Source: an optimization exercise on an open RTL-to-GDS flow (aim: small area, a short achievable clock period and few clock cycles per item). Production flows keep margins and buffers that such runs may drop. RTL that was checked went through simulation tests only; none was proved equivalent to the original. Function not checked in runs 1 to 5: the RTL went through the layout flow alone.

$ cat flow/constraint.sdc
create_clock -name core_clock -period 8.0 [get_ports {clk}]
set_input_delay 1.6000 -clock core_clock [delete_from_list [all_inputs] [get_ports {clk}]]
set_output_delay 1.6000 -clock core_clock [all_outputs]
set_load 0.01 [all_outputs]
$ cat flow/config.mk
export PLATFORM = sky130hd
export DESIGN_NAME = erf_crc0
export DESIGN_NICKNAME = erf_crc0
export VERILOG_FILES = /design/flow/design.v
export SDC_FILE = /design/flow/constraint.sdc
export NUM_CORES = 4
export LEC_CHECK = 0
export CAP_MARGIN = 20
export CORE_MARGIN = 2
export CORE_UTILIZATION = 40
export PLACE_DENSITY = 0.6
export SLEW_MARGIN = 20
export SYNTH_MEMORY_MAX_BITS = 8192
$ cat flow/standard.sh
#!/bin/bash
# synth_recipe.tcl (not shown) runs the flow's synth.tcl, then flattens the netlist and writes it again
# the make line also repeats each setting of config.mk as NAME=value (left out here)
make -C /OpenROAD-flow-scripts/flow DESIGN_CONFIG=/design/flow/config.mk WORK_HOME=/design/flow/orfs CLKGATE_MAP_FILE= SYNTH_SCRIPT=/design/flow/synth_recipe.tcl "${@:-finish}"
$ cat flow/design.v
module erf_crc0 (
    input  wire        clk,
    input  wire        rst,
    input  wire        in_valid,
    output reg         in_ready,
    input  wire [1:0]  in_op,
    input  wire [15:0] in_data,
    output reg         out_valid,
    input  wire        out_ready,
    output reg  [15:0] out_crc
);
    localparam [1:0] OP_BUILD  = 2'd0;
    localparam [1:0] OP_SEED   = 2'd1;
    localparam [1:0] OP_BYTE   = 2'd2;
    localparam [1:0] OP_FINISH = 2'd3;
    function [7:1] quot_inv;
        input [15:9] p;
        reg   [7:0]  h;
        integer      d, k;
        begin
            h = 8'h01;
            for (d = 1; d < 8; d = d + 1) begin
                h[d] = 1'b0;
                for (k = 1; k <= d; k = k + 1)
                    h[d] = h[d] ^ (p[16-k] & h[d-k]);
            end
            quot_inv = h[7:1];
        end
    endfunction
    function [15:0] table_of;
        input [15:0] poly;
        input [7:1]  hq;
        input [7:0]  x;
        reg   [7:0]  h;
        reg   [7:0]  q;      
        reg   [15:0] r;
        integer      i, m;
        begin
            h = {hq, 1'b1};
            for (i = 0; i < 8; i = i + 1) begin
                q[7-i] = 1'b0;
                for (m = 0; m <= i; m = m + 1)
                    q[7-i] = q[7-i] ^ (h[i-m] & x[7-m]);
            end
            r = 16'h0000;
            for (i = 0; i < 8; i = i + 1)
                r = r ^ ({16{q[7-i]}} & (poly << (7 - i)));
            table_of = r;
        end
    endfunction
    reg [15:0] poly;
    reg [7:1]  hq;
    reg [15:0] seed;
    reg [15:0] crc_run;
    reg        s_valid;
    reg [1:0]  s_op;
    reg [7:0]  s_x;
    reg        pending;
    wire accept   = in_valid && in_ready;
    wire out_free = !out_valid || out_ready;
    wire fin      = s_valid && s_op == OP_FINISH;
    wire to_out   = pending ? out_ready : (fin && out_free);
    wire restart  = to_out || (s_valid && !s_op[1]);    
    wire step     = s_valid && s_op == OP_BYTE;
    wire [15:0] tx = table_of(poly, hq, s_x);
    reg pending_d, out_valid_d;
    reg [7:0] x_d;
    always @(*) begin
        pending_d = pending ? !out_ready : (fin && !out_free);
        out_valid_d = to_out || (out_valid && !out_ready);
        if (restart)
            x_d = seed[15:8] ^ in_data[7:0];
        else if (step)
            x_d = (crc_run[7:0] ^ in_data[7:0]) ^ tx[15:8];
        else
            x_d = crc_run[15:8] ^ in_data[7:0];
    end
    always @(posedge clk) begin
        if (accept && in_op == OP_BUILD)
            poly <= in_data;
        hq   <= quot_inv(poly[15:9]);
        s_op <= in_op;
        s_x  <= x_d;
        if (to_out)
            out_crc <= crc_run;
    end
    always @(posedge clk) begin
        if (rst) begin
            seed      <= 16'h0000;
            crc_run   <= 16'h0000;
            s_valid   <= 1'b0;
            pending   <= 1'b0;
            out_valid <= 1'b0;
            in_ready  <= 1'b1;
        end else begin
            if (accept && in_op == OP_SEED)
                seed <= in_data;
            s_valid   <= accept;
            pending   <= pending_d;
            out_valid <= out_valid_d;
            in_ready  <= !pending_d &&
                         !(accept && in_op == OP_FINISH && out_valid_d);
            if (restart)
                crc_run <= seed;
            else if (step)
                crc_run <= {crc_run[7:0] ^ tx[15:8], tx[7:0]};
        end
    end
endmodule
$ cat flow/flow/run.sh
#!/bin/bash
# The standard layout (the standard.sh, unchanged synthesis) with three
# changes to how ORFS builds it:
#   - port buffers use buf_1 instead of the default clkdlybuf4s50_1
#   - clock tree synthesis without dummy loads
set -euo pipefail
export SETUP_SLACK_MARGIN=${MARGIN:-6}
export BUFFER_PORTS_ARGS="-buffer_cell sky130_fd_sc_hd__buf_1"
export CTS_ARGS="-sink_clustering_enable -repair_clock_nets -dont_use_dummy_load"
bash standard.sh > standard.log 2>&1
==> results.json, run 1 <==
{
  "syn_nets": 547,
  "drc": 0,
  "die_area_um2": 12730,
  "grtUsageTotal": 0.2120,
  "finalSetupViolCount": 0,
  "seq_area_um2": 2067,
  "tightest_slew_ps": 602.6,
  "io_pins": 40,
  "hold_path_class": "flip-flop to flip-flop",
  "fillers": 930,
  "cts.sinks": 85,
  "endpoint_kind": "flip-flop",
  "clk_latency_ps": 330,
  "criticalPathCategory": "primary input to flip-flop",
  "die_x_um": 112.8,
  "fin_crit_ps": 2758,
  "portBuffers": 39,
  "finalHoldViolCount": 0,
  "hold_ws_ps": 444.5,
  "rows": 39,
  "fmaxAchievable_mhz": 362.5,
  "maxSlewViolCount": 0,
  "grt_max_degree": 37,
  "crit_chain": "buf_12 -> o21bai_4 -> nand2_2 -> nand2_4 -> a22o_4 -> a222oi_1 -> buf_4 -> xnor2_1",
  "synth_edf_count": 32,
  "drive_gt1_frac": 0.3448,
  "ys_types": 38,
  "final_cell_mix": "nand2_1, xnor2_1, buf_4, dfxtp_1, edfxtp_1",
  "ctsHtreeMaxLevel": 3,
  "tns_ps": 0,
  "grt_pass1_wl_mm": 20.76,
  "path_max_fanout": 6,
  "arrival_ps": 3010,
  "finalClockSkew_ps": 10.76,
  "antenna_left": 0,
  "grt_pass1_vias": 3714,
  "antenna_found_initial": 0,
  "grt_overflow": 0,
  "ys_seq_area_frac": 0.4269,
  "cts_made_buffers": 9,
  "synth_ff_type": "dfxtp_1",
  "synth_seq_cells": 85,
  "synth_cells": 522,
  "drtIter0Drc": 381,
  "slew-limit-headroom": 0.5977,
  "outcome": "timing/DRC/antenna clean",
  "viasPerCell": 5.461,
  "fin_crit_sh": 0.3448,
  "avgSynthCellArea_um2": 9.072,
  "first_pass_iters": 8,
  "start_util": 0.4130,
  "antenna_cells": 0,
  "critPathSlowestCell": "a222oi_1",
  "netlist_area_um2": 4736,
  "areaGrowthSynthToFinish_pct": 38.20,
  "die_h_um": 112.8,
  "multiInputGateArea_um2": 3163,
  "cts_root_buffer": "clkbuf_16",
  "place_hpwl_mm": 8.127,
  "worstPathRequired_ps": 8250,
  "final_common_cell": "nand2_1",
  "startpoint_type": "primary input",
  "fin_nets": 636,
  "cts.clk_slew.worst_paths_ps": 60,
  "cts_tree": "done",
  "rsz0062_at_grt": "yes",
  "drv_cap": 0,
  "design.core.area_um2": 11470,
  "timing.critical_path.buf_inv": 2,
  "wl_per_cell_um": 18.80,
  "ys_warn_count": 1,
  "path_delay_family": "compound AO/OA/AOI/OAI gates",
  "drt_wl_total_mm": 14.14,
  "gp_congestion": 0.8665,
  "clockBufferDepth": 2,
  "postSynth.asyncResetShare": 0,
  "cpPeakStageDelay_ps": 400,
  "num_vias": 4107
}
==> path summary, 6_finish.rpt <==
check / slack, ps / end / from / cells past startpoint
worst max-delay path: 5240 / s_x[2] / out_ready / 8
worst min-delay path: 440 / out_crc[13] / crc_run[13] / 0
worst max register to register: 5300 / s_x[1] / s_x[4] / 11
worst min register to register: 440 / out_crc[13] / crc_run[13] / 0
==> metrics by stage <==
stage / cell area [um2] / setup slack [ps] / util / instances
floorplan: 4878 / 5101 / - / 522
global placement: 4987 / 4404 / 0.4349 / 671
detailed placement: 4995 / 4485 / 0.4356 / 671
CTS: 5826 / 5263 / 0.5080 / 717
global route: 6545 / 5192 / 0.5708 / 752
finish: 6545 / 5242 / 0.5708 / 752
==> layout make-up <==
class / instances / area share
inverters: 4 / 0.002294
repair buffers: 109 / 0.1369
well taps: 143 / 0.02734
clock buffers: 9 / 0.03441
flip-flops and latches: 85 / 0.3158
multi-input cells: 402 / 0.4833
==> Yosys cell counts (2+ instances only) <==
| cell | count | share of area |
|---|---|---|
| clkbuf_1 | 23 | 0.018 |
| ha_1 | 3 | 0.0079 |
| a32oi_1 | 2 | 0.0037 |
| edfxtp_1 | 32 | 0.20 |
| nor3_1 | 2 | 0.0021 |
| xnor3_1 | 10 | 0.048 |
| inv_1 | 4 | 0.0032 |
| o21ai_0 | 12 | 0.013 |
| buf_1 | 2 | 0.0016 |
| nand2_1 | 164 | 0.13 |
| a22oi_1 | 2 | 0.0032 |
| dfxtp_1 | 53 | 0.22 |
| nand2b_1 | 3 | 0.0040 |
| nor2b_1 | 2 | 0.0026 |
| nor2_1 | 23 | 0.018 |
| xor2_1 | 24 | 0.044 |
| buf_2 | 5 | 0.0053 |
| buf_4 | 3 | 0.0048 |
| a222oi_1 | 13 | 0.027 |
| xnor2_1 | 83 | 0.15 |
| xnor2_2 | 3 | 0.010 |
| a22o_1 | 2 | 0.0037 |
| a21oi_1 | 36 | 0.038 |
| nand3_1 | 2 | 0.0021 |
==> cell families after synthesis <==
kind of cell	count (synthesis)	synth area share
fa+ha+maj	3	0.007927
simple gates	200	0.1646
mux	2	0.004491
xor+xnor	122	0.2642
buf+inv	38	0.03540
flops	85	0.4269
compound gates	72	0.09644
==> routing by layer <==
| metal | track usage | wire [um] | vias to the layer above |
|---|---|---|---|
| met3 | 0.03267 | 764 | 30 |
| met5 | 0 | 0 | - |
| li1 | - | - | 1899 |
| met1 | 0.2881 | 6084 | 2013 |
| met4 | 0.06667 | 391 | 0 |
| met2 | 0.3497 | 6894 | 165 |
==> flip-flops by register name, summed over array words and instances, names as in the netlist <==
name / flops
pending: 1
hq: 7
in_ready: 1
s_valid: 1
s_op: 2
out_crc: 16
poly: 16
s_x: 8
out_valid: 1
crc_run: 16
seed: 16
==> what timing repair did <==
item / 4_1_cts / 5_1_grt
endpoints found under the setup margin: 93 / 92
gates resized for setup: 71 / 113
pin swaps: 42 / 71
hold buffers: 0 / 0
cloned: 3 / 2
buffers inserted: 34 / 33
==> run 2, diff against run 1 <==
==> flow/flow/run.sh (replaced) <==
#!/bin/bash
# The standard layout (the standard.sh, unchanged synthesis) with three
# changes to how ORFS builds it:
#   - port buffers use buf_1 instead of the default clkdlybuf4s50_1
#   - clock tree synthesis without dummy loads, with clkbuf_4/clkbuf_8
#     and clusters of up to 30 sinks
set -euo pipefail
export SETUP_SLACK_MARGIN=5
export BUFFER_PORTS_ARGS="-buffer_cell sky130_fd_sc_hd__buf_1"
export CTS_ARGS="-sink_clustering_enable -repair_clock_nets -dont_use_dummy_load -buf_list {sky130_fd_sc_hd__clkbuf_4 sky130_fd_sc_hd__clkbuf_8} -sink_clustering_size 30"
bash standard.sh > standard.log 2>&1
==> results.json, run 2 <==
{
  "startpoint_type": "primary input",
  "cts.sinks": 85,
  "antenna_cells": 0,
  "hold_ws_ps": 441.3,
  "yosysTopAreaCellShare": 0.2240,
  "finalClockSkew_ps": 15.73,
  "final_cell_mix": "nand2_1, xnor2_1, dfxtp_1, buf_1, a21oi_1",
  "synth.most_common_cell": "nand2_1",
  "multiInputGateArea_um2": 2641,
  "cts_made_buffers": 9,
  "portBuffers": 39,
  "seq_area_um2": 2036,
  "grt_pass1_vias": 3466,
  "first_pass_iters": 8,
  "drtIter0Drc": 260,
  "fin_crit_ps": 2960,
  "rows": 39,
  "die_h_um": 112.8,
  "ys_warn_count": 1,
  "cts.clk_slew.worst_paths_ps": 80,
  "antenna_left": 0,
  "path_max_fanout": 16,
  "gp_congestion": 0.8512,
  "met2_usage": 0.3038,
  "clockBufferDepth": 2,
  "wl_per_cell_um": 16.75,
  "worstPathRequired_ps": 8240,
  "synth_ff_type": "dfxtp_1",
  "synth_area_leaders": "dfxtp_1, edfxtp_1, xnor2_1, nand2_1, xnor3_1",
  "use_met1": 0.2618,
  "tightest_slew_ps": 1079,
  "ys_types": 38,
  "drive_gt1_frac": 0.07985,
  "hold_path_class": "flip-flop to flip-flop",
  "num_vias": 3649,
  "drv_cap": 0,
  "fin_area_um2": 5291,
  "maxSlewViolCount": 0,
  "drt_wl_total_mm": 11.62,
  "viasPerCell": 5.258,
  "drc": 0,
  "use_met3": 0.03749,
  "rsz0062_at_grt": "yes",
  "criticalPathCategory": "primary input to flip-flop",
  "die_area_um2": 12730,
  "avgSynthCellArea_um2": 9.072,
  "arrival_ps": 3200,
  "die_x_um": 112.8,
  "cts_root_buffer": "clkbuf_8",
  "cts_tree": "done",
  "synth_seq_cells": 85,
  "design.core.area_um2": 11470,
  "finalSetupViolCount": 0,
  "outcome": "timing/DRC/antenna clean",
  "ys_seq_area_frac": 0.4269,
  "placed_area_um2": 4936,
  "fmaxAchievable_mhz": 337.8,
  "finalHoldViolCount": 0,
  "top_usage_layer": "met2",
  "endpoint_kind": "flip-flop",
  "antenna_found_initial": 0,
  "grt_pass1_wl_mm": 18.74,
  "synth_edf_count": 32,
  "clk_latency_ps": 350,
  "cts_hold_buf": 0,
  "slew-limit-headroom": 0.2793,
  "areaGrowthSynthToFinish_pct": 11.73,
  "start_util": 0.4130,
  "grt_max_degree": 37,
  "synth_top_area_cell": "dfxtp_1",
  "io_pins": 40,
  "fin_crit_sh": 0.3700,
  "place_hpwl_mm": 8.237,
  "fin_nets": 578,
  "synth_commonest_cells": "nand2_1, xnor2_1, dfxtp_1",
  "grtUsageTotal": 0.1907,
  "synth_cells": 522,
  "fillers": 1084,
  "tns_ps": 0,
  "syn_nets": 547,
  "final_common_cell": "nand2_1",
  "netlist_area_um2": 4736,
  "postSynth.asyncResetShare": 0,
  "grt_overflow": 0,
  "ctsHtreeMaxLevel": 3
}
[run 2: cell counts after synthesis]
No cell type changed its count.
[run 2: kinds of logic after synthesis]
| family | synth area share |
|---|---|
| compound gates | 0.09644 |
| mux | 0.004491 |
| xor+xnor | 0.2642 |
| fa+ha+maj | 0.007927 |
| flops | 0.4269 |
| simple gates | 0.1646 |
| buf+inv | 0.03540 |
[run 2: final cells by class]
cell class | count | area share
inverters | 4 | 0.002838
flip-flops and latches | 85 | 0.3847
clock buffers | 9 | 0.02341
well taps | 143 | 0.03381
repair buffers | 54 | 0.05604
multi-input cells | 399 | 0.4992
[run 2: metal layers]
| layer | vias to the layer above | part of all wire |
|---|---|---|
| li1 | 1771 | - |
| met1 | 1752 | 0.45 |
| met2 | 117 | 0.49 |
| met3 | 9 | 0.055 |
| met4 | 0 | 0.011 |
| met5 | - | 0 |
[run 2: final timing paths]
check,from,to,slack [ps],depth (start not counted)
worst min register to register,crc_run[14],out_crc[14],440,0
worst max register to register,s_x[5],s_x[3],5130,9
worst max-delay path,out_ready,s_x[4],5040,5
worst min-delay path,crc_run[14],out_crc[14],440,0
[run 2: worst max-delay path, stage by stage]
cell and delay, ps:
buf_1 160, a211oi_2 900, a222oi_1 210, buf_4 200
xnor2_1 110
[run 2: what timing repair did]
action,in CTS,in global routing
pin swaps,1,7
resized for setup,10,9
buffers inserted,1,12
endpoints found under the hold margin,0,0
setup endpoints to repair,24,18
[run 2: through the flow]
stage	instances	util	setup slack (ps)
after CTS	682	0.4462	5004
after global routing	694	0.4614	4999
after floorplan	522	-	5029
after global placement	672	0.4304	4419
after detailed placement	672	0.4304	4289
final	694	0.4614	5040
==> run 3, diff against run 2 <==
--- a/flow/flow/run.sh
+++ b/flow/flow/run.sh
@@ -5,7 +5,7 @@
 #   - clock tree synthesis without dummy loads, with clkbuf_4/clkbuf_8
 #     and clusters of up to 30 sinks
 set -euo pipefail
-export SETUP_SLACK_MARGIN=5
+export SETUP_SLACK_MARGIN=5.3
 export BUFFER_PORTS_ARGS="-buffer_cell sky130_fd_sc_hd__buf_1"
 export CTS_ARGS="-sink_clustering_enable -repair_clock_nets -dont_use_dummy_load -buf_list {sky130_fd_sc_hd__clkbuf_4 sky130_fd_sc_hd__clkbuf_8} -sink_clustering_size 30"
 bash standard.sh > standard.log 2>&1
==> results.json, run 3 <==
{
  "final_common_cell": "nand2_1",
  "grtUsageTotal": 0.2034,
  "hold_ws_ps": 448.5,
  "fin_crit_ps": 2783,
  "finalClockSkew_ps": 33.64,
  "drt_wl_total_mm": 13.07,
  "yosysTopAreaCellShare": 0.2240,
  "dp_cells": 671,
  "antenna_cells": 0,
  "ys_seq_area_frac": 0.4269,
  "synth_edf_count": 32,
  "outcome": "timing/DRC/antenna clean",
  "finalSetupViolCount": 0,
  "clk_latency_ps": 360,
  "ys_types": 38,
  "synth_cells": 522,
  "startpoint_type": "flip-flop",
  "syn_nets": 547,
  "postSynth.asyncResetShare": 0,
  "use_met1": 0.2618,
  "antenna_left": 0,
  "cts.sinks": 85,
  "viasPerCell": 5.379,
  "arrival_ps": 3060,
  "synth_top_area_cell": "dfxtp_1",
  "timing.critical_path.buf_inv": 3,
  "drtIter0Drc": 408,
  "grt_pass1_vias": 3826,
  "path_max_fanout": 5,
  "drv_cap": 0,
  "fin_nets": 617,
  "first_pass_iters": 5,
  "gp_congestion": 0.8464,
  "die_h_um": 112.8,
  "crit_chain": "nand2_2 -> xor2_1 -> xnor3_2 -> buf_6 -> buf_6 -> nand2_4 -> xnor2_2 -> xnor3_1 -> a222oi_1 -> buf_4 -> xnor2_2",
  "tightest_slew_ps": 860.5,
  "rsz0062_at_grt": "yes",
  "die_x_um": 112.8,
  "endpoint_kind": "flip-flop",
  "cts_hold_buf": 0,
  "start_util": 0.4130,
  "fmaxAchievable_mhz": 359.3,
  "fin_crit_sh": 0.3479,
  "drive_gt1_frac": 0.2068,
  "grt_max_degree": 37,
  "place_hpwl_mm": 8.084,
  "use_met3": 0.05035,
  "fillers": 1017,
  "avgSynthCellArea_um2": 9.072,
  "num_vias": 3943,
  "synth.most_common_cell": "nand2_1",
  "met2_usage": 0.3321,
  "tns_ps": 0,
  "clockBufferDepth": 2,
  "top_usage_layer": "met2",
  "synth_seq_cells": 85,
  "criticalPathCategory": "flip-flop to flip-flop",
  "synth_ff_type": "dfxtp_1",
  "cts_made_buffers": 9,
  "regToRegSetupSlack_ps": 5220,
  "io_pins": 40,
  "die_area_um2": 12730,
  "hold_path_class": "flip-flop to flip-flop",
  "netlist_area_um2": 4736,
  "ys_warn_count": 1,
  "rows": 39,
  "antenna_found_initial": 0,
  "cts.clk_slew.worst_paths_ps": 90,
  "synth_commonest_cells": "nand2_1, xnor2_1, dfxtp_1",
  "final_cell_mix": "nand2_1, xnor2_1, dfxtp_1, buf_4, buf_1",
  "portBuffers": 39,
  "design.core.area_um2": 11470,
  "slew-limit-headroom": 0.4244,
  "grt_overflow": 0,
  "maxSlewViolCount": 0,
  "path_delay_family": "XOR/XNOR gates",
  "finalHoldViolCount": 0,
  "synth_area_leaders": "dfxtp_1, edfxtp_1, xnor2_1, nand2_1, xnor3_1",
  "cts_root_buffer": "clkbuf_8",
  "cts_tree": "done",
  "ctsHtreeMaxLevel": 3,
  "fin_cells": 733,
  "worstPathRequired_ps": 8270,
  "drc": 0,
  "areaGrowthSynthToFinish_pct": 24.28,
  "critPathSlowestCell": "xnor3_2",
  "cpPeakStageDelay_ps": 520,
  "wl_per_cell_um": 17.83,
  "grt_pass1_wl_mm": 20.24
}
[run 3: repair_timing]
action / 4_1_cts / 5_1_grt
buffers inserted: 26 / 26
pin swaps: 17 / 35
endpoints found under the setup margin: 40 / 20
resized for setup: 29 / 45
gates cloned: 1 / 0
[run 3: kinds of logic (layout without fill, tap and decap cells)]
logic type                 after synthesis  in the layout  share of synthesized area
xor gates and xnor gates               122            122                     0.2642
muxes                                    2              2                   0.004491
DFF                                     85             85                     0.4269
adders and majority gates                3              3                   0.007927
and+or+nand+nor                        200            200                     0.1646
buffers and inverters                   38            105                    0.03540
AOI/OAI and AO/OA                       72             73                    0.09644
[run 3: metal layers]
layer	vias up	share of wire
li1	1846	-
met1	1899	0.42
met2	166	0.48
met3	32	0.067
met4	0	0.030
met5	-	0
[run 3: final cells by class]
cell class / instances / area [um2] / share of cell area
Clock buffer: 9 / 123.9 / 0.02105
Tap cell: 143 / 178.9 / 0.03040
Sequential cell: 85 / 2051 / 0.3484
Inverter: 4 / 15.01 / 0.002551
Timing Repair Buffer: 92 / 643.1 / 0.1093
Multi-Input combinational cell: 400 / 2874 / 0.4883
[run 3: final timing paths]
| check | start | endpoint | depth (start not counted) |
|---|---|---|---|
| setup / recovery | s_x[5] | s_x[1] | 11 |
| hold / removal | crc_run[13] | out_crc[13] | 0 |
| setup reg to reg | s_x[5] | s_x[1] | 11 |
| hold reg to reg | crc_run[13] | out_crc[13] | 0 |
[run 3: stage by stage]
step / setup WS (ps) / utilization / cell area (um2)
floorplan: 5101 / - / 4783
global placement: 4351 / 0.4315 / 4949
detailed placement: 4307 / 0.4315 / 4949
CTS: 5282 / 0.4773 / 5473
global route: 5125 / 0.5133 / 5886
finish: 5217 / 0.5133 / 5886
==> run 4, diff against run 3 <==
--- a/flow/design.v
+++ b/flow/design.v
@@ -29,14 +29,12 @@
     endfunction
     function [15:0] table_of;
         input [15:0] poly;
-        input [7:1]  hq;
+        input [7:0]  h;
         input [7:0]  x;
-        reg   [7:0]  h;
         reg   [7:0]  q;      
         reg   [15:0] r;
         integer      i, m;
         begin
-            h = {hq, 1'b1};
             for (i = 0; i < 8; i = i + 1) begin
                 q[7-i] = 1'b0;
                 for (m = 0; m <= i; m = m + 1)
@@ -62,25 +60,28 @@
     wire to_out   = pending ? out_ready : (fin && out_free);
     wire restart  = to_out || (s_valid && !s_op[1]);    
     wire step     = s_valid && s_op == OP_BYTE;
-    wire [15:0] tx = table_of(poly, hq, s_x);
+    wire [15:0] tx = table_of(poly, {hq, 1'b1} & {8{step}}, s_x);
+    reg [15:0] run_base;
+    always @(*) begin
+        if (step)
+            run_base = {crc_run[7:0], 8'h00};
+        else if (restart)
+            run_base = seed;
+        else
+            run_base = crc_run;
+    end
+    wire [15:0] run_d = run_base ^ tx;
     reg pending_d, out_valid_d;
-    reg [7:0] x_d;
     always @(*) begin
         pending_d = pending ? !out_ready : (fin && !out_free);
         out_valid_d = to_out || (out_valid && !out_ready);
-        if (restart)
-            x_d = seed[15:8] ^ in_data[7:0];
-        else if (step)
-            x_d = (crc_run[7:0] ^ in_data[7:0]) ^ tx[15:8];
-        else
-            x_d = crc_run[15:8] ^ in_data[7:0];
     end
     always @(posedge clk) begin
         if (accept && in_op == OP_BUILD)
             poly <= in_data;
         hq   <= quot_inv(poly[15:9]);
         s_op <= in_op;
-        s_x  <= x_d;
+        s_x  <= (run_base[15:8] ^ in_data[7:0]) ^ tx[15:8];
         if (to_out)
             out_crc <= crc_run;
     end
@@ -100,10 +101,7 @@
             out_valid <= out_valid_d;
             in_ready  <= !pending_d &&
                          !(accept && in_op == OP_FINISH && out_valid_d);
-            if (restart)
-                crc_run <= seed;
-            else if (step)
-                crc_run <= {crc_run[7:0] ^ tx[15:8], tx[7:0]};
+            crc_run   <= run_d;
         end
     end
 endmodule
==> results.json, run 4 <==
{
  "grt_pass1_wl_mm": 21.32,
  "cts.clk_slew.worst_paths_ps": 70,
  "antenna_left": 0,
  "synth_cells": 564,
  "regToRegSetupSlack_ps": 5080,
  "rsz0062_at_grt": "yes",
  "seq_area_um2": 2028,
  "tightest_slew_ps": 1021,
  "finalClockSkew_ps": 20.20,
  "cts_tree": "done",
  "grt_pass1_vias": 4005,
  "path_delay_family": "XOR/XNOR gates",
  "ys_types": 44,
  "cts.sinks": 85,
  "drc": 0,
  "path_max_fanout": 5,
  "netlist_area_um2": 5110,
  "final_cell_mix": "nand2_1, xnor2_1, dfxtp_1, a21oi_1, buf_1",
  "synth_ff_type": "dfxtp_1",
  "critPathSlowestCell": "xnor3_1",
  "arrival_ps": 3260,
  "final_common_cell": "nand2_1",
  "gp_congestion": 0.8447,
  "slew-limit-headroom": 0.3168,
  "grt_max_degree": 37,
  "die_x_um": 117.0,
  "die_h_um": 117.0,
  "synth_area_leaders": "dfxtp_1, edfxtp_1, nand2_1, xnor2_1, xnor3_1",
  "antenna_cells": 0,
  "fin_cells": 764,
  "outcome": "timing/DRC/antenna clean",
  "drv_cap": 0,
  "fillers": 1219,
  "rows": 41,
  "yosysTopAreaCellShare": 0.2076,
  "start_util": 0.4066,
  "drtIter0Drc": 237,
  "ctsHtreeMaxLevel": 3,
  "synth_top_area_cell": "dfxtp_1",
  "dp_cells": 739,
  "fmaxAchievable_mhz": 331.2,
  "grtUsageTotal": 0.2087,
  "crit_chain": "buf_6 -> o21ba_4 -> o221ai_4 -> buf_12 -> buf_12 -> mux2i_1 -> nor2_1 -> a21oi_2 -> xnor2_1 -> xnor3_1 -> xnor2_2",
  "worstPathRequired_ps": 8240,
  "cpPeakStageDelay_ps": 290,
  "clockBufferDepth": 2,
  "tns_ps": 0,
  "multiInputGateArea_um2": 3035,
  "synth.most_common_cell": "nand2_1",
  "grt_overflow": 0,
  "synth_seq_cells": 85,
  "fin_nets": 619,
  "antenna_found_initial": 0,
  "fin_crit_ps": 3019,
  "io_pins": 40,
  "viasPerCell": 5.465,
  "design.core.area_um2": 12570,
  "die_area_um2": 13690,
  "fin_crit_sh": 0.3774,
  "ys_seq_area_frac": 0.3957,
  "clk_latency_ps": 370,
  "synth_edf_count": 32,
  "drive_gt1_frac": 0.1047,
  "portBuffers": 39,
  "hold_path_class": "flip-flop to flip-flop",
  "cts_hold_buf": 0,
  "criticalPathCategory": "primary input to flip-flop",
  "synth_commonest_cells": "nand2_1, xnor2_1, dfxtp_1",
  "num_vias": 4175,
  "dp_slack_ps": 4206,
  "ys_warn_count": 1,
  "first_pass_iters": 7,
  "avgSynthCellArea_um2": 9.060,
  "endpoint_kind": "flip-flop",
  "finalHoldViolCount": 0,
  "place_hpwl_mm": 9.021,
  "cts_made_buffers": 9,
  "path_common_cell": "buf_12",
  "drt_wl_total_mm": 13.74,
  "cts_root_buffer": "clkbuf_8",
  "final_util": 0.4616,
  "syn_nets": 589,
  "postSynth.asyncResetShare": 0,
  "startpoint_type": "primary input",
  "finalSetupViolCount": 0,
  "wl_per_cell_um": 17.99,
  "timing.critical_path.buf_inv": 3,
  "hold_ws_ps": 437.6,
  "areaGrowthSynthToFinish_pct": 13.54,
  "setup_ws_ps": 4981,
  "maxSlewViolCount": 0
}
==> run 4: cell types whose count changed after synthesis, sizes merged, moves of 12 or more <==
cell	change
nand3	+12
nand2	-33
xnor2	-28
and3	+13
a222oi	-13
==> run 4: routing by layer <==
metal,wire (um),vias to the layer above,track usage
li1,-,1957,-
met3,781,26,0.03450
met1,6021,2049,0.2720
met5,0,-,0
met2,6558,143,0.3410
met4,382,0,0.09647
==> run 4: per-stage QoR <==
step                      cell area, um2
after floorplan                     5152
after global routing                5802
after CTS                           5762
after detailed placement            5366
after global placement              5366
final                               5802
==> run 4: logic make-up after synthesis <==
logic type / Yosys count / synth area share
xor+xnor: 99 / 0.2297
mux: 16 / 0.03232
simple gates: 224 / 0.1915
flops: 85 / 0.3957
compound gates: 90 / 0.1043
buf+inv: 47 / 0.03918
fa+ha+maj: 3 / 0.007347
==> run 4: final timing paths <==
| path | from | endpoint | cells past startpoint |
|---|---|---|---|
| worst max-delay path | out_ready | s_x[4] | 11 |
| worst min-delay path | crc_run[10] | out_crc[10] | 0 |
| worst max register to register | s_x[7] | s_x[3] | 8 |
| worst min register to register | crc_run[10] | out_crc[10] | 0 |
==> run 4: cell type report <==
class,instances,area share
Multi-Input combinational cell,432,0.5232
Sequential cell,85,0.3496
Timing Repair Buffer,59,0.06427
Tap cell,172,0.03709
Inverter,7,0.004529
Clock buffer,9,0.02135
==> run 4: repair_timing <==
| item | in CTS | in global routing |
|---|---|---|
| gates cloned | 1 | 0 |
| pin swaps | 14 | 11 |
| resized for setup | 23 | 10 |
| setup buffers | 15 | 0 |
| setup endpoints to repair | 42 | 33 |
==> run 4: worst reg2reg max path: stages (launching register included) <==
cell     delay, ps
dfxtp_4        490
nand2_1         90
xnor3_1        440
xnor2_4        390
and2_2         370
nand2_1        110
xnor3_1        370
xnor3_1        380
xnor2_1        150
==> run 5, diff against run 4 <==
==> flow/run.sh (new file) <==
#!/bin/bash
# synth_recipe.tcl (not shown) runs the flow's synth.tcl, then flattens the netlist and writes it again
# the make line also repeats each setting of config.mk as NAME=value (left out here)
make -C /OpenROAD-flow-scripts/flow DESIGN_CONFIG=/design/flow/config.mk WORK_HOME=/design/flow/orfs CLKGATE_MAP_FILE= SYNTH_SCRIPT=/design/flow/synth_recipe.tcl finish
--- a/flow/config.mk
+++ b/flow/config.mk
@@ -8,6 +8,9 @@
 export CAP_MARGIN = 20
 export CORE_MARGIN = 2
 export CORE_UTILIZATION = 40
+export CTS_BUF_LIST = sky130_fd_sc_hd__clkbuf_4 sky130_fd_sc_hd__clkbuf_8
+export CTS_CLUSTER_SIZE = 30
 export PLACE_DENSITY = 0.6
+export SETUP_SLACK_MARGIN = 5
 export SLEW_MARGIN = 20
 export SYNTH_MEMORY_MAX_BITS = 8192
removed: flow/flow/run.sh
removed: flow/standard.sh
==> results.json, run 5 <==
{
  "maxSlewViolCount": 0,
  "synth_ff_type": "dfxtp_1",
  "drtIter0Drc": 268,
  "hold_path_class": "flip-flop to flip-flop",
  "antenna_left": 0,
  "synth_cells": 564,
  "clockBufferDepth": 2,
  "first_pass_iters": 5,
  "outcome": "timing/DRC/antenna clean",
  "synth_area_leaders": "dfxtp_1, edfxtp_1, nand2_1, xnor2_1, xnor3_1",
  "ctsHtreeMaxLevel": 3,
  "grt_max_degree": 37,
  "arrival_ps": 3230,
  "num_vias": 4167,
  "design.core.area_um2": 12570,
  "finalHoldViolCount": 0,
  "die_x_um": 117.0,
  "finalSetupViolCount": 0,
  "fin_cells": 773,
  "fin_crit_ps": 2984,
  "final_cell_mix": "nand2_1, xnor2_1, dfxtp_1, a21oi_1, clkdlybuf4s50_1",
  "die_area_um2": 13690,
  "cts_made_buffers": 9,
  "cts_hold_buf": 0,
  "synth_top_area_cell": "dfxtp_1",
  "ys_warn_count": 1,
  "antenna_cells": 0,
  "grtUsageTotal": 0.2132,
  "tightest_slew_ps": 881.9,
  "dp_cells": 740,
  "synth_commonest_cells": "nand2_1, xnor2_1, dfxtp_1",
  "whs_path_depth": 0,
  "portBuffers": 39,
  "rsz0062_at_grt": "yes",
  "fin_nets": 621,
  "wl_per_cell_um": 17.82,
  "final_util": 0.4797,
  "synth_seq_cells": 85,
  "hold_end": "out_crc[13]",
  "gp_congestion": 0.8746,
  "final_common_cell": "nand2_1",
  "io_pins": 40,
  "cts_tree": "done",
  "cp-startpoint": "out_ready",
  "netlist_area_um2": 5110,
  "cts.clk_slew.worst_paths_ps": 80,
  "slew-limit-headroom": 0.4099,
  "drt_wl_total_mm": 13.77,
  "criticalPathCategory": "primary input to flip-flop",
  "endpoint_kind": "flip-flop",
  "drv_cap": 0,
  "finalClockSkew_ps": 9.473,
  "drive_gt1_frac": 0.1065,
  "cts.sinks": 85,
  "cts_root_buffer": "clkbuf_8",
  "startpoint_type": "primary input",
  "avgSynthCellArea_um2": 9.060,
  "fmaxAchievable_mhz": 335.2,
  "synth_edf_count": 32,
  "hold_start": "crc_run[13]",
  "ys_types": 44,
  "hold_ws_ps": 442.3,
  "grt_overflow": 0,
  "areaGrowthSynthToFinish_pct": 18.00,
  "fin_crit_sh": 0.3729,
  "postSynth.asyncResetShare": 0,
  "start_util": 0.4066,
  "ys_seq_area_frac": 0.3957,
  "grt_pass1_vias": 4057,
  "path_max_fanout": 4,
  "r2r_cells": 8,
  "synth.most_common_cell": "nand2_1",
  "grt_pass1_wl_mm": 21.70,
  "syn_nets": 589,
  "worstPathRequired_ps": 8240,
  "place_hpwl_mm": 8.969,
  "timing.rr.start": "s_x[7]",
  "r2r-end": "s_x[3]",
  "rows": 41,
  "tns_ps": 0,
  "antenna_found_initial": 0,
  "clk_latency_ps": 370,
  "drc": 0,
  "viasPerCell": 5.391,
  "die_h_um": 117.0,
  "yosysTopAreaCellShare": 0.2076,
  "regToRegSetupSlack_ps": 5120
}
run 5: cell types whose count changed in the layout (fill, tap and decap cells not counted), sizes merged:
cell	before	now
bufinv	0	1
clkbuf	9	12
clkinv	0	1
clkinvlp	0	2
buf	59	23
clkdlybuf4s50	0	38
run 5: layer usage:
layer / wire, um / track usage
met5: 0 / 0
met4: 335 / 0.09098
met3: 836 / 0.03502
met2: 6783 / 0.3518
met1: 5818 / 0.2785
run 5: worst max-delay path, stage by stage:
cell      delay (ps)
buf_6             90
o21ba_4          220
o221ai_4         140
buf_4            190
buf_4            160
nand3_1          100
o21ai_0           90
a221o_1          300
and2_1           150
xnor3_1          180
run 5: repair_timing:
item	in CTS	in global routing
resized for setup	14	8
setup buffers	13	4
pin swaps	4	5
setup endpoints to repair	40	17
run 5: area by class of cell:
cell class / instances / area, um2
Fill cell: 1206 / 6539
Multi-Input combinational cell: 432 / 2977
Sequential cell: 85 / 2029
Timing Repair Buffer: 61 / 585.6
Tap cell: 172 / 215.2
Clock buffer: 12 / 146.4
Clock inverter: 4 / 50.05
Inverter: 7 / 26.28
run 5: per-stage QoR:
step	cell area, um2	setup WS (ps)
detailed placement	5612	3779
finish	6030	5016
floorplan	5146	4763
CTS	5958	4999
global route	6030	4958
global placement	5612	3880
run 5: cells by family after synthesis:
logic type | Yosys count | synth area share
AOI/OAI and AO/OA | 90 | 0.1043
xor gates and xnor gates | 99 | 0.2297
adders and majority gates | 3 | 0.007347
buffers and inverters | 47 | 0.03918
DFF | 85 | 0.3957
muxes | 16 | 0.03232
and+or+nand+nor | 224 | 0.1915
run 5: worst max-delay path by stage:
stage,endpoint,slack (ps),depth (start not counted)
floorplan,crc_run[6],4760,8
global placement,s_x[0],3880,9
detailed placement,s_x[0],3780,9
CTS,s_x[7],5000,10
global route,crc_run[6],4960,9
finish,s_x[1],5020,10
==> run 6, diff against run 5 <==
--- a/flow/design.v
+++ b/flow/design.v
@@ -55,10 +55,8 @@
     reg [7:0]  s_x;
     reg        pending;
     wire accept   = in_valid && in_ready;
-    wire out_free = !out_valid || out_ready;
-    wire fin      = s_valid && s_op == OP_FINISH;
-    wire to_out   = pending ? out_ready : (fin && out_free);
-    wire restart  = to_out || (s_valid && !s_op[1]);    
+    wire fin_exec = (pending || (s_valid && s_op == OP_FINISH)) && !out_valid;
+    wire restart  = fin_exec || (s_valid && !s_op[1]);    
     wire step     = s_valid && s_op == OP_BYTE;
     wire [15:0] tx = table_of(poly, {hq, 1'b1} & {8{step}}, s_x);
     reg [15:0] run_base;
@@ -73,8 +71,8 @@
     wire [15:0] run_d = run_base ^ tx;
     reg pending_d, out_valid_d;
     always @(*) begin
-        pending_d = pending ? !out_ready : (fin && !out_free);
-        out_valid_d = to_out || (out_valid && !out_ready);
+        pending_d = (pending || (s_valid && s_op == OP_FINISH)) && out_valid;
+        out_valid_d = fin_exec || (out_valid && !out_ready);
     end
     always @(posedge clk) begin
         if (accept && in_op == OP_BUILD)
@@ -82,7 +80,7 @@
         hq   <= quot_inv(poly[15:9]);
         s_op <= in_op;
         s_x  <= (run_base[15:8] ^ in_data[7:0]) ^ tx[15:8];
-        if (to_out)
+        if (fin_exec)
             out_crc <= crc_run;
     end
     always @(posedge clk) begin
==> flow/flow/run.sh (new file) <==
#!/bin/bash
# The standard layout (the standard.sh, unchanged synthesis) with three
# changes to how ORFS builds it:
#   - port buffers use buf_1 instead of the default clkdlybuf4s50_1
#   - clock tree synthesis without dummy loads, with clkbuf_4/clkbuf_8
#     and clusters of up to 30 sinks
set -euo pipefail
export SETUP_SLACK_MARGIN=5
export BUFFER_PORTS_ARGS="-buffer_cell sky130_fd_sc_hd__buf_1"
export CTS_ARGS="-sink_clustering_enable -repair_clock_nets -dont_use_dummy_load -buf_list {sky130_fd_sc_hd__clkbuf_4 sky130_fd_sc_hd__clkbuf_8} -sink_clustering_size 30"
bash standard.sh > standard.log 2>&1
==> flow/standard.sh (new file) <==
#!/bin/bash
# synth_recipe.tcl (not shown) runs the flow's synth.tcl, then flattens the netlist and writes it again
# the make line also repeats each setting of config.mk as NAME=value (left out here)
make -C /OpenROAD-flow-scripts/flow DESIGN_CONFIG=/design/flow/config.mk WORK_HOME=/design/flow/orfs CLKGATE_MAP_FILE= SYNTH_SCRIPT=/design/flow/synth_recipe.tcl "${@:-finish}"
--- a/flow/config.mk
+++ b/flow/config.mk
@@ -8,9 +8,6 @@
 export CAP_MARGIN = 20
 export CORE_MARGIN = 2
 export CORE_UTILIZATION = 40
-export CTS_BUF_LIST = sky130_fd_sc_hd__clkbuf_4 sky130_fd_sc_hd__clkbuf_8
-export CTS_CLUSTER_SIZE = 30
 export PLACE_DENSITY = 0.6
-export SETUP_SLACK_MARGIN = 5
 export SLEW_MARGIN = 20
 export SYNTH_MEMORY_MAX_BITS = 8192
removed: flow/run.sh
==> results.json, run 6 <==
{
  "tns_ps": 0,
  "cts_tree": "done",
  "cts_resized": 6,
  "endpoint_kind": "flip-flop",
  "start_util": 0.4052,
  "portBuffers": 39,
  "syn_nets": 618,
  "tightest_slew_ps": 831.5,
  "fin_nets": 631,
  "gp_congestion": 0.8595,
  "synth-simple-area-share": 0.1877,
  "synth.most_common_cell": "nand2_1",
  "finalHoldViolCount": 0,
  "synthMuxAreaShare": 0.03231,
  "place_hpwl_mm": 8.884,
  "wl_per_cell_um": 16.62,
  "dp_slack_ps": 4467,
  "criticalPathCategory": "flip-flop to flip-flop",
  "slew-limit-headroom": 0.4436,
  "grt_overflow": 0,
  "clockBufferDepth": 2,
  "final_util": 0.4364,
  "cts_made_buffers": 9,
  "outcome": "timing/DRC/antenna clean",
  "rows": 41,
  "fillers": 1285,
  "cts.sinks": 85,
  "avgSynthCellArea_um2": 8.554,
  "grt_pass1_vias": 3863,
  "ctsHtreeMaxLevel": 3,
  "finalSetupViolCount": 0,
  "drtIter0Drc": 268,
  "dp_cells": 767,
  "path_max_fanout": 34,
  "synth_cells": 593,
  "antenna_cells": 0,
  "fin_crit_sh": 0.3514,
  "drive_gt1_frac": 0.04967,
  "areaGrowthSynthToFinish_pct": 7.696,
  "ys_types": 37,
  "drv_cap": 0,
  "design.core.area_um2": 12520,
  "cts_root_buffer": "clkbuf_8",
  "startpoint_type": "flip-flop",
  "synth_top_area_cell": "dfxtp_1",
  "setup_ws_ps": 5188,
  "synth_seq_cells": 85,
  "postCtsSetupBuffers": 0,
  "fin_cells": 776,
  "synth_area_leaders": "dfxtp_1, edfxtp_1, xnor2_1, nand2_1, xor2_1",
  "synth_compound_area_frac": 0.09595,
  "finalClockSkew_ps": 20.11,
  "ys_seq_area_frac": 0.3986,
  "die_x_um": 116.6,
  "synth_top_family_by_area": "XOR/XNOR gates",
  "drc": 0,
  "grt_pass1_wl_mm": 20.80,
  "first_pass_iters": 5,
  "postSynth.asyncResetShare": 0,
  "final_common_cell": "nand2_1",
  "final_cell_mix": "nand2_1, xnor2_1, dfxtp_1, a21oi_1",
  "antenna_found_initial": 0,
  "die_h_um": 116.6,
  "arrival_ps": 3080,
  "multiInputGateArea_um2": 2861,
  "maxSlewViolCount": 0,
  "num_vias": 4010,
  "yosysTopAreaCellShare": 0.2092,
  "seq_area_um2": 2033,
  "worstPathRequired_ps": 8270,
  "drt_wl_total_mm": 12.90,
  "grtUsageTotal": 0.2026,
  "grt_max_degree": 44,
  "die_area_um2": 13600,
  "cts_hold_buf": 0,
  "clk_latency_ps": 360,
  "hold_path_class": "flip-flop to flip-flop",
  "synth_commonest_cells": "nand2_1, xnor2_1, dfxtp_1",
  "fmaxAchievable_mhz": 355.7,
  "synthAdderAreaFrac": 0.007400,
  "fin_crit_ps": 2812,
  "rsz0062_at_grt": "no",
  "synth_ff_type": "dfxtp_1",
  "synth_edf_count": 32,
  "io_pins": 40,
  "cts.clk_slew.worst_paths_ps": 70,
  "synthXorXnorAreaFrac": 0.2341,
  "ys_warn_count": 1,
  "viasPerCell": 5.168,
  "antenna_left": 0,
  "netlist_area_um2": 5072
}
run 6: cell types whose count changed after synthesis, sizes merged, moves of 5 or more:
cell and change:
nor2 +8, xnor3 -9, nand2 +19, and3 -10, nor3 -5, xor2 +5, xnor2 +24
run 6: final timing paths:
| path | slack (ps) | endpoint | cells after the start | from |
|---|---|---|---|---|
| setup / recovery | 5190 | s_x[2] | 9 | s_x[6] |
| hold / removal | 450 | out_crc[14] | 0 | crc_run[14] |
| hold reg to reg | 450 | out_crc[14] | 0 | crc_run[14] |
| setup reg to reg | 5190 | s_x[2] | 9 | s_x[6] |
run 6: per-stage QoR:
stage / area (um2) / hold slack (ps)
2_1_floorplan: 5077 / 408.0
3_3_place_gp: 5303 / 439.2
3_5_place_dp: 5303 / 425.4
4_1_cts: 5445 / 453.0
5_1_grt: 5463 / 459.2
6_report: 5463 / 447.9
run 6: cell families (layout without fill, tap and decap cells):
kind of cell / count (synthesis) / after routing
flops: 85 / 85
fa+ha+maj: 3 / 3
buf+inv: 53 / 64
mux: 16 / 16
compound gates: 87 / 87
xor+xnor: 118 / 118
simple gates: 231 / 231
run 6: per-layer routing:
layer  part of all wire  vias to the layer above  track usage
met5                  0                        -            0
met4              0.034                        0      0.09725
met3              0.043                       26      0.02647
met2               0.46                      114       0.3140
met1               0.47                     1919       0.2808
li1                   -                     1951            -
run 6: final cells by class:
class	count	share of cell area
clock buffers	9	0.02268
inverters	10	0.006871
multi-input cells	455	0.5238
flip-flops and latches	85	0.3722
well taps	172	0.03940
repair buffers	45	0.03504
run 6: critical path: stages (launching register included):
cell	delay (ps)
dfxtp_4	550
nand2_1	120
xor3_1	680
nand2_1	130
xor2_1	250
xnor2_1	110
xnor2_1	360
xnor2_1	120
a21oi_1	240
xnor2_1	170
Testbench counts of run 6, summed over its fixed seeds: cycles 20,151, bytes 18,751.
==> run 7, diff against run 6 <==
--- a/flow/flow/run.sh
+++ b/flow/flow/run.sh
@@ -5,7 +5,7 @@
 #   - clock tree synthesis without dummy loads, with clkbuf_4/clkbuf_8
 #     and clusters of up to 30 sinks
 set -euo pipefail
-export SETUP_SLACK_MARGIN=5
+export SETUP_SLACK_MARGIN=5.7
 export BUFFER_PORTS_ARGS="-buffer_cell sky130_fd_sc_hd__buf_1"
 export CTS_ARGS="-sink_clustering_enable -repair_clock_nets -dont_use_dummy_load -buf_list {sky130_fd_sc_hd__clkbuf_4 sky130_fd_sc_hd__clkbuf_8} -sink_clustering_size 30"
 bash standard.sh > standard.log 2>&1
==> results.json, run 7 <==
{
  "startpoint_type": "flip-flop",
  "hold_path_class": "flip-flop to flip-flop",
  "netlist_area_um2": 5072,
  "cts_made_buffers": 9,
  "synth_commonest_cells": "nand2_1, xnor2_1, dfxtp_1",
  "grtUsageTotal": 0.2236,
  "final_common_cell": "nand2_1",
  "ys_seq_area_frac": 0.3986,
  "setup_ws_ps": 5516,
  "outcome": "timing/DRC/antenna clean",
  "arrival_ps": 880,
  "path_max_fanout": 1,
  "drv_cap": 0,
  "antenna_left": 0,
  "cts.sinks": 85,
  "critPathSlowestCell": "edfxtp_1",
  "grt_overflow": 0,
  "hold_start": "crc_run[12]",
  "criticalPathCategory": "flip-flop to output port",
  "cpPeakStageDelay_ps": 380,
  "tightest_slew_ps": 589.5,
  "grt_pass1_vias": 4140,
  "synth_edf_count": 32,
  "fmaxAchievable_mhz": 402.6,
  "maxSlewViolCount": 0,
  "timing.critical_path.buf_inv": 1,
  "synth_top_area_cell": "dfxtp_1",
  "fin_area_um2": 6716,
  "die_x_um": 116.6,
  "cts_hold_buf": 0,
  "synth_area_leaders": "dfxtp_1, edfxtp_1, xnor2_1, nand2_1, xor2_1",
  "finalClockSkew_ps": 23.69,
  "synth.most_common_cell": "nand2_1",
  "worstPathRequired_ps": 6400,
  "finalSetupViolCount": 0,
  "viasPerCell": 5.311,
  "fin_nets": 694,
  "areaGrowthSynthToFinish_pct": 32.41,
  "antenna_found_initial": 0,
  "antenna_cells": 0,
  "grt_pass1_wl_mm": 22.51,
  "rows": 41,
  "die_area_um2": 13600,
  "final_cell_mix": "nand2_1, xnor2_1, buf_4, dfxtp_1, a21oi_1",
  "place_hpwl_mm": 8.982,
  "cts_tree": "done",
  "start_util": 0.4052,
  "syn_nets": 618,
  "placed_area_um2": 5310,
  "postSynth.asyncResetShare": 0,
  "ctsHtreeMaxLevel": 3,
  "portBuffers": 39,
  "drtIter0Drc": 317,
  "cts_root_buffer": "clkbuf_8",
  "path_delay_family": "flip-flops",
  "crit_chain": "clkbuf_2",
  "timing.rr.start": "s_x[2]",
  "cts.clk_slew.worst_paths_ps": 80,
  "ys_types": 37,
  "num_vias": 4456,
  "yosysTopAreaCellShare": 0.2092,
  "wl_per_cell_um": 18.22,
  "clk_latency_ps": 380,
  "dp_slack_ps": 4468,
  "grt_max_degree": 44,
  "drt_wl_total_mm": 15.28,
  "synth_seq_cells": 85,
  "synth_ff_type": "dfxtp_1",
  "synth_cells": 593,
  "finalHoldViolCount": 0,
  "endpoint_kind": "output port",
  "drive_gt1_frac": 0.3103,
  "slew-limit-headroom": 0.6070,
  "fin_crit_sh": 0.3105,
  "fin_crit_ps": 2484,
  "tns_ps": 0,
  "cp-startpoint": "out_crc[14]",
  "drc": 0,
  "io_pins": 40,
  "clockBufferDepth": 2,
  "first_pass_iters": 5,
  "avgSynthCellArea_um2": 8.554,
  "gp_congestion": 0.8721,
  "die_h_um": 116.6,
  "ys_warn_count": 1,
  "design.core.area_um2": 12520,
  "rsz0062_at_grt": "yes",
  "final_util": 0.5366
}
## run 7: cell counts after synthesis
No cell type changed its count.
## run 7: stage by stage
stage	hold slack (ps)	cells
2_1_floorplan	408.0	593
3_3_place_gp	431.6	765
3_5_place_dp	422.3	765
4_1_cts	449.7	815
5_1_grt	455.1	839
6_report	444.9	839
## run 7: timing repair
action                                  in CTS  in global routing
pin swaps                                   45                 62
hold endpoints to repair                     0                  0
endpoints found under the setup margin      74                 50
gates cloned                                 1                  0
resized for setup                           78                116
buffers inserted                            40                 24
## run 7: logic make-up (layout without fill, tap and decap cells)
family                   Yosys count  after routing  synth area share
AND/OR/NAND/NOR                  231            232            0.1877
XOR/XNOR                         118            118            0.2341
AO/OA/AOI/OAI                     87             87           0.09596
flip-flops                        85             85            0.3986
buffers and inverters             53            126           0.04391
multiplexers                      16             16           0.03231
adder cells (fa/ha/maj)            3              3          0.007401
## run 7: final timing paths
check                              endpoint  slack [ps]  depth (start not counted)
worst max-delay path            out_crc[14]        5520                          1
worst min-delay path            out_crc[12]         440                          0
worst max register to register       s_x[3]        5630                         10
worst min register to register  out_crc[12]         440                          0
## run 7: layer usage
| layer | routed length [um] | vias up | GRT usage | part of all wire |
|---|---|---|---|---|
| li1 | - | 2077 | - | - |
| met1 | 6396 | 2137 | 0.2931 | 0.42 |
| met2 | 7184 | 188 | 0.3477 | 0.47 |
| met3 | 915 | 54 | 0.04982 | 0.060 |
| met4 | 786 | 0 | 0.1153 | 0.051 |
| met5 | 0 | - | 0 | 0 |
## run 7: final cells by class
type | instances | area (um2)
well taps | 172 | 215.2
clock buffers | 9 | 123.9
inverters | 10 | 37.54
flip-flops and latches | 85 | 2059
fillers | 1121 | 5801
repair buffers | 107 | 828.3
multi-input cells | 456 | 3452
==> run 8, diff against run 7 <==
--- a/flow/flow/run.sh
+++ b/flow/flow/run.sh
@@ -5,7 +5,7 @@
 #   - clock tree synthesis without dummy loads, with clkbuf_4/clkbuf_8
 #     and clusters of up to 30 sinks
 set -euo pipefail
-export SETUP_SLACK_MARGIN=5.7
+export SETUP_SLACK_MARGIN=5.4
 export BUFFER_PORTS_ARGS="-buffer_cell sky130_fd_sc_hd__buf_1"
 export CTS_ARGS="-sink_clustering_enable -repair_clock_nets -dont_use_dummy_load -buf_list {sky130_fd_sc_hd__clkbuf_4 sky130_fd_sc_hd__clkbuf_8} -sink_clustering_size 30"
 bash standard.sh > standard.log 2>&1
--- a/flow/config.mk
+++ b/flow/config.mk
@@ -7,7 +7,7 @@
 export LEC_CHECK = 0
 export CAP_MARGIN = 20
 export CORE_MARGIN = 2
-export CORE_UTILIZATION = 40
-export PLACE_DENSITY = 0.6
+export CORE_UTILIZATION = 65
+export PLACE_DENSITY = 0.8
 export SLEW_MARGIN = 20
 export SYNTH_MEMORY_MAX_BITS = 8192
==> results.json, run 8 <==
{
  "outcome": "timing/DRC/antenna clean",
  "path_common_cell": "xnor2_1",
  "tns_ps": 0,
  "yosysTopAreaCellShare": 0.2092,
  "antenna_cells": 0,
  "cts.clk_slew.worst_paths_ps": 90,
  "whs_path_depth": 0,
  "ys_seq_area_frac": 0.3986,
  "avgSynthCellArea_um2": 8.554,
  "die_x_um": 92.34,
  "final_util": 0.7351,
  "ys_warn_count": 1,
  "tightest_slew_ps": 539.7,
  "startpoint_type": "flip-flop",
  "final_common_cell": "nand2_1",
  "io_pins": 40,
  "arrival_ps": 2900,
  "finalHoldViolCount": 0,
  "final_cell_mix": "nand2_1, xnor2_1, dfxtp_1, a21oi_1",
  "synth_ff_type": "dfxtp_1",
  "first_pass_iters": 6,
  "timing.rr.start": "hq[2]",
  "crit_chain": "nand2_1 -> xnor2_1 -> xnor3_1 -> and2_2 -> nand2_1 -> xor2_1 -> xnor2_1 -> xnor2_1 -> xnor2_1",
  "wl_per_cell_um": 18.04,
  "r2r-end": "s_x[4]",
  "design.core.area_um2": 7647,
  "synth_area_leaders": "dfxtp_1, edfxtp_1, xnor2_1, nand2_1, xor2_1",
  "rows": 32,
  "fin_crit_sh": 0.3291,
  "finalSetupViolCount": 0,
  "grt_max_degree": 44,
  "synth_top_area_cell": "dfxtp_1",
  "antenna_found_initial": 0,
  "synth.most_common_cell": "nand2_1",
  "place_hpwl_mm": 8.393,
  "path_max_fanout": 8,
  "hold_end": "out_crc[10]",
  "cpPeakStageDelay_ps": 580,
  "netlist_area_um2": 5072,
  "finalClockSkew_ps": 20.35,
  "drtIter0Drc": 513,
  "cts_root_buffer": "clkbuf_8",
  "r2r_cells": 9,
  "start_util": 0.6633,
  "synth_edf_count": 32,
  "cts_made_buffers": 9,
  "fin_crit_ps": 2633,
  "slew-limit-headroom": 0.6392,
  "die_h_um": 92.34,
  "num_vias": 4336,
  "synth_cells": 593,
  "cts_tree": "done",
  "fillers": 559,
  "areaGrowthSynthToFinish_pct": 10.83,
  "drive_gt1_frac": 0.1000,
  "synth_commonest_cells": "nand2_1, xnor2_1, dfxtp_1",
  "hold_path_class": "flip-flop to flip-flop",
  "cts.sinks": 85,
  "endpoint_kind": "flip-flop",
  "rsz0062_at_grt": "no",
  "criticalPathCategory": "flip-flop to flip-flop",
  "ctsHtreeMaxLevel": 3,
  "hold_start": "crc_run[10]",
  "worstPathRequired_ps": 8270,
  "clk_latency_ps": 370,
  "drv_cap": 0,
  "drc": 0,
  "fmaxAchievable_mhz": 379.8,
  "grt_pass1_wl_mm": 19.98,
  "grt_overflow": 0,
  "portBuffers": 39,
  "drt_wl_total_mm": 13.02,
  "viasPerCell": 6.006,
  "maxSlewViolCount": 0,
  "critPathSlowestCell": "xnor3_1",
  "die_area_um2": 8527,
  "syn_nets": 618,
  "gp_congestion": 0.9380,
  "clockBufferDepth": 2,
  "regToRegSetupSlack_ps": 5370,
  "ys_types": 37,
  "antenna_left": 0,
  "fin_nets": 647,
  "synth_seq_cells": 85,
  "grtUsageTotal": 0.3061,
  "grt_pass1_vias": 3968,
  "postSynth.asyncResetShare": 0
}
run 8: cell counts after synthesis:
Identical to the previous run, type by type.
run 8: cell families (layout without fill, tap and decap cells):
| family | count (synthesis) | after routing | synth area share |
|---|---|---|---|
| and+or+nand+nor | 231 | 231 | 0.1877 |
| xor gates and xnor gates | 118 | 119 | 0.2341 |
| AOI/OAI and AO/OA | 87 | 87 | 0.09596 |
| DFF | 85 | 85 | 0.3986 |
| buffers and inverters | 53 | 79 | 0.04391 |
| muxes | 16 | 16 | 0.03231 |
| adders and majority gates | 3 | 3 | 0.007401 |
run 8: worst max-delay path: cells and delay by family, from the launching register on:
kind	cells	cell delay [ps]
simple gates	3	570
xor+xnor	6	1520
flops	1	450
run 8: worst max-delay path by stage:
stage | from | end | slack (ps) | depth (start not counted)
final | hq[2] | s_x[4] | 5370 | 9
after global routing | hq[2] | s_x[4] | 5290 | 9
after CTS | s_x[6] | s_x[3] | 5410 | 10
after detailed placement | s_x[7] | s_x[2] | 4770 | 9
after global placement | s_x[7] | s_x[0] | 4830 | 9
after floorplan | in_valid | seed[12] | 5410 | 7
run 8: area by class of cell:
type                       instances  area, um2  share of cell area
multi-input combinational        456       2959              0.5264
inverter                          10      37.54            0.006677
timing repair buffer              60      339.1             0.06032
clock buffer                       9      123.9             0.02203
sequential                        85       2034              0.3619
tap                              102      127.6             0.02270
run 8: through the flow:
step	area [um2]	instances	setup WS, ps	hold slack [ps]
final	5622	722	5367	441.4
after global routing	5622	722	5285	445.4
after CTS	5411	706	5409	430.7
after detailed placement	5214	696	4770	422.3
after global placement	5214	696	4826	429.5
after floorplan	5085	593	5410	408.0
run 8: layer usage:
metal | vias to the layer above | GRT usage | share of wire
met5 | - | 0 | 0
met4 | 0 | 0.1517 | 0.054
met3 | 67 | 0.06835 | 0.094
met2 | 245 | 0.4921 | 0.47
met1 | 2029 | 0.3908 | 0.39
li1 | 1995 | - | -
run 8: what timing repair did:
action,4_1_cts,5_1_grt
hold buffers,0,0
gates cloned,0,1
resized for setup,18,13
setup buffers,1,15
endpoints found under the hold margin,0,0
pin swaps,3,10
endpoints found under the setup margin,25,40
==> run 9, diff against run 8 <==
--- a/flow/config.mk
+++ b/flow/config.mk
@@ -7,7 +7,7 @@
 export LEC_CHECK = 0
 export CAP_MARGIN = 20
 export CORE_MARGIN = 2
-export CORE_UTILIZATION = 65
-export PLACE_DENSITY = 0.8
+export CORE_UTILIZATION = 40
+export PLACE_DENSITY = 0.6
 export SLEW_MARGIN = 20
 export SYNTH_MEMORY_MAX_BITS = 8192
==> results.json, run 9 <==
{
  "rows": 41,
  "cts_made_buffers": 9,
  "yosysTopAreaCellShare": 0.2092,
  "path_delay_family": "flip-flops",
  "regToRegSetupSlack_ps": 5510,
  "outcome": "timing/DRC/antenna clean",
  "crit_chain": "buf_1",
  "timing.critical_path.buf_inv": 1,
  "die_h_um": 116.6,
  "areaGrowthSynthToFinish_pct": 11.42,
  "synth_edf_count": 32,
  "drive_gt1_frac": 0.09253,
  "grt_overflow": 0,
  "synth_top_area_cell": "dfxtp_1",
  "synth.most_common_cell": "nand2_1",
  "antenna_left": 0,
  "grt_pass1_wl_mm": 21.05,
  "place_hpwl_mm": 8.893,
  "num_vias": 4065,
  "drv_cap": 0,
  "ys_types": 37,
  "fin_nets": 643,
  "startpoint_type": "flip-flop",
  "gp_congestion": 0.8789,
  "finalHoldViolCount": 0,
  "portBuffers": 39,
  "cts.sinks": 85,
  "netlist_area_um2": 5072,
  "synth_commonest_cells": "nand2_1, xnor2_1, dfxtp_1",
  "criticalPathCategory": "flip-flop to output port",
  "drt_wl_total_mm": 13.23,
  "fin_crit_sh": 0.3128,
  "fillers": 1276,
  "grtUsageTotal": 0.2046,
  "avgSynthCellArea_um2": 8.554,
  "wl_per_cell_um": 16.79,
  "design.core.area_um2": 12520,
  "arrival_ps": 900,
  "path_max_fanout": 7,
  "synth_ff_type": "dfxtp_1",
  "first_pass_iters": 5,
  "fin_crit_ps": 2503,
  "antenna_cells": 0,
  "synth_cells": 593,
  "grt_max_degree": 44,
  "cts_root_buffer": "clkbuf_8",
  "finalClockSkew_ps": 28.98,
  "drc": 0,
  "synth_area_leaders": "dfxtp_1, edfxtp_1, xnor2_1, nand2_1, xor2_1",
  "tns_ps": 0,
  "maxSlewViolCount": 0,
  "drtIter0Drc": 267,
  "cts.clk_slew.worst_paths_ps": 80,
  "hold_start": "crc_run[13]",
  "finalSetupViolCount": 0,
  "grt_pass1_vias": 3817,
  "tightest_slew_ps": 921.5,
  "rsz0062_at_grt": "yes",
  "syn_nets": 618,
  "hold_path_class": "flip-flop to flip-flop",
  "synth_seq_cells": 85,
  "ys_warn_count": 1,
  "die_x_um": 116.6,
  "io_pins": 40,
  "clockBufferDepth": 2,
  "die_area_um2": 13600,
  "ys_seq_area_frac": 0.3986,
  "postSynth.asyncResetShare": 0,
  "viasPerCell": 5.159,
  "cpPeakStageDelay_ps": 390,
  "critPathSlowestCell": "dfxtp_2",
  "timing.rr.start": "s_x[3]",
  "clk_latency_ps": 360,
  "final_common_cell": "nand2_1",
  "antenna_found_initial": 0,
  "cts_tree": "done",
  "cp-startpoint": "out_valid",
  "endpoint_kind": "output port",
  "start_util": 0.4052,
  "ctsHtreeMaxLevel": 3,
  "slew-limit-headroom": 0.3834,
  "fmaxAchievable_mhz": 399.6,
  "final_cell_mix": "nand2_1, xnor2_1, dfxtp_1, a21oi_1",
  "final_util": 0.4515,
  "worstPathRequired_ps": 6400
}
## run 9: cell counts after synthesis
No cell type changed its count.
## run 9: per-layer routing
metal | share of wire | up-vias | track usage
met5 | 0 | - | 0
met4 | 0.024 | 0 | 0.08784
met3 | 0.050 | 19 | 0.03425
met2 | 0.46 | 124 | 0.3140
met1 | 0.47 | 1942 | 0.2860
li1 | - | 1980 | -
## run 9: stage by stage
step | instances | cell area, um2 | setup WS [ps] | hold slack, ps
final | 788 | 5652 | 5497 | 447.6
after global routing | 788 | 5652 | 5386 | 464.2
after CTS | 780 | 5549 | 5395 | 452.3
after detailed placement | 765 | 5294 | 4378 | 416.8
after global placement | 765 | 5294 | 4516 | 440.3
after floorplan | 593 | 5085 | 5410 | 408.0
## run 9: layout make-up
cell class / count / area [um2] / area share
multi-input combinational: 455 / 2914 / 0.5156
sequential: 85 / 2038 / 0.3606
timing repair buffer: 57 / 322.8 / 0.05712
tap: 172 / 215.2 / 0.03808
clock buffer: 9 / 123.9 / 0.02192
inverter: 10 / 37.54 / 0.006642
## run 9: worst register-to-register path, delay by kind of cell (launching register included)
family	cells	cell delay [ps]
xor+xnor	6	1470
simple gates	2	430
flops	1	490
## run 9: logic make-up (layout without fill, tap and decap cells)
family	Yosys count	in the layout	share of synthesized area
compound gates	87	87	0.09596
buf+inv	53	76	0.04391
fa+ha+maj	3	3	0.007401
mux	16	16	0.03231
xor+xnor	118	118	0.2341
flops	85	85	0.3986
simple gates	231	231	0.1877
## run 9: final timing paths
| path | endpoint | cells past startpoint |
|---|---|---|
| max | out_valid | 1 |
| min | out_crc[13] | 0 |
| min reg2reg | out_crc[13] | 0 |
| max reg2reg | s_x[4] | 8 |
## run 9: what timing repair did
| action | 4_1_cts | 5_1_grt |
|---|---|---|
| hold buffers | 0 | 0 |
| gates resized for setup | 17 | 8 |
| setup endpoints to repair | 25 | 30 |
| buffers inserted | 6 | 8 |
| pin swaps | 4 | 7 |

## re-timing with driven ports
Ports are ideal in the flow. The routed layouts listed here were re-timed in OpenROAD. Step 1 sets driving cells, clkbuf_16 on the clock port and buf_2 on the other inputs (assumed; they add their load-dependent delay and slew). Step 2 adds t to the input delays and takes it off the output delays; t is the mean of the earliest and latest rising clock arrival at the registers after step 1. Input paths then give back, and output paths get back, about the clock's delay inside the block. a / b / c = ideal / step 1 / step 2; a / b = the first two.
run | t (ns) | slack for setup (ns) | worst setup path at the end | worst slew at a driven data input, ns
run 1 | 0.364 | 5.241 / 5.232 / 4.868 | input to register | 0.06
run 2 | 0.376 | 5.040 / 5.050 / 4.674 | input to register | 0.04
run 3 | 0.377 | 5.217 / 5.217 / 4.843 | input to register | 0.06
run 4 | 0.391 | 4.981 / 4.979 / 4.588 | input to register | 0.04
run 5 | 0.397 | 5.016 / 5.020 / 4.623 | input to register | 0.04
run 6 | 0.387 | 5.188 / 5.188 / 5.095 | input to register | 0.04
run 7 | 0.410 | 5.516 / 5.475 / 5.332 | input to register | 0.04
run 8 | 0.390 | 5.367 / 5.367 / 5.193 | input to register | 0.03
run 9 | 0.376 | 5.497 / 5.467 / 5.258 | input to register | 0.03
After both steps setup and hold are still met in every run listed.
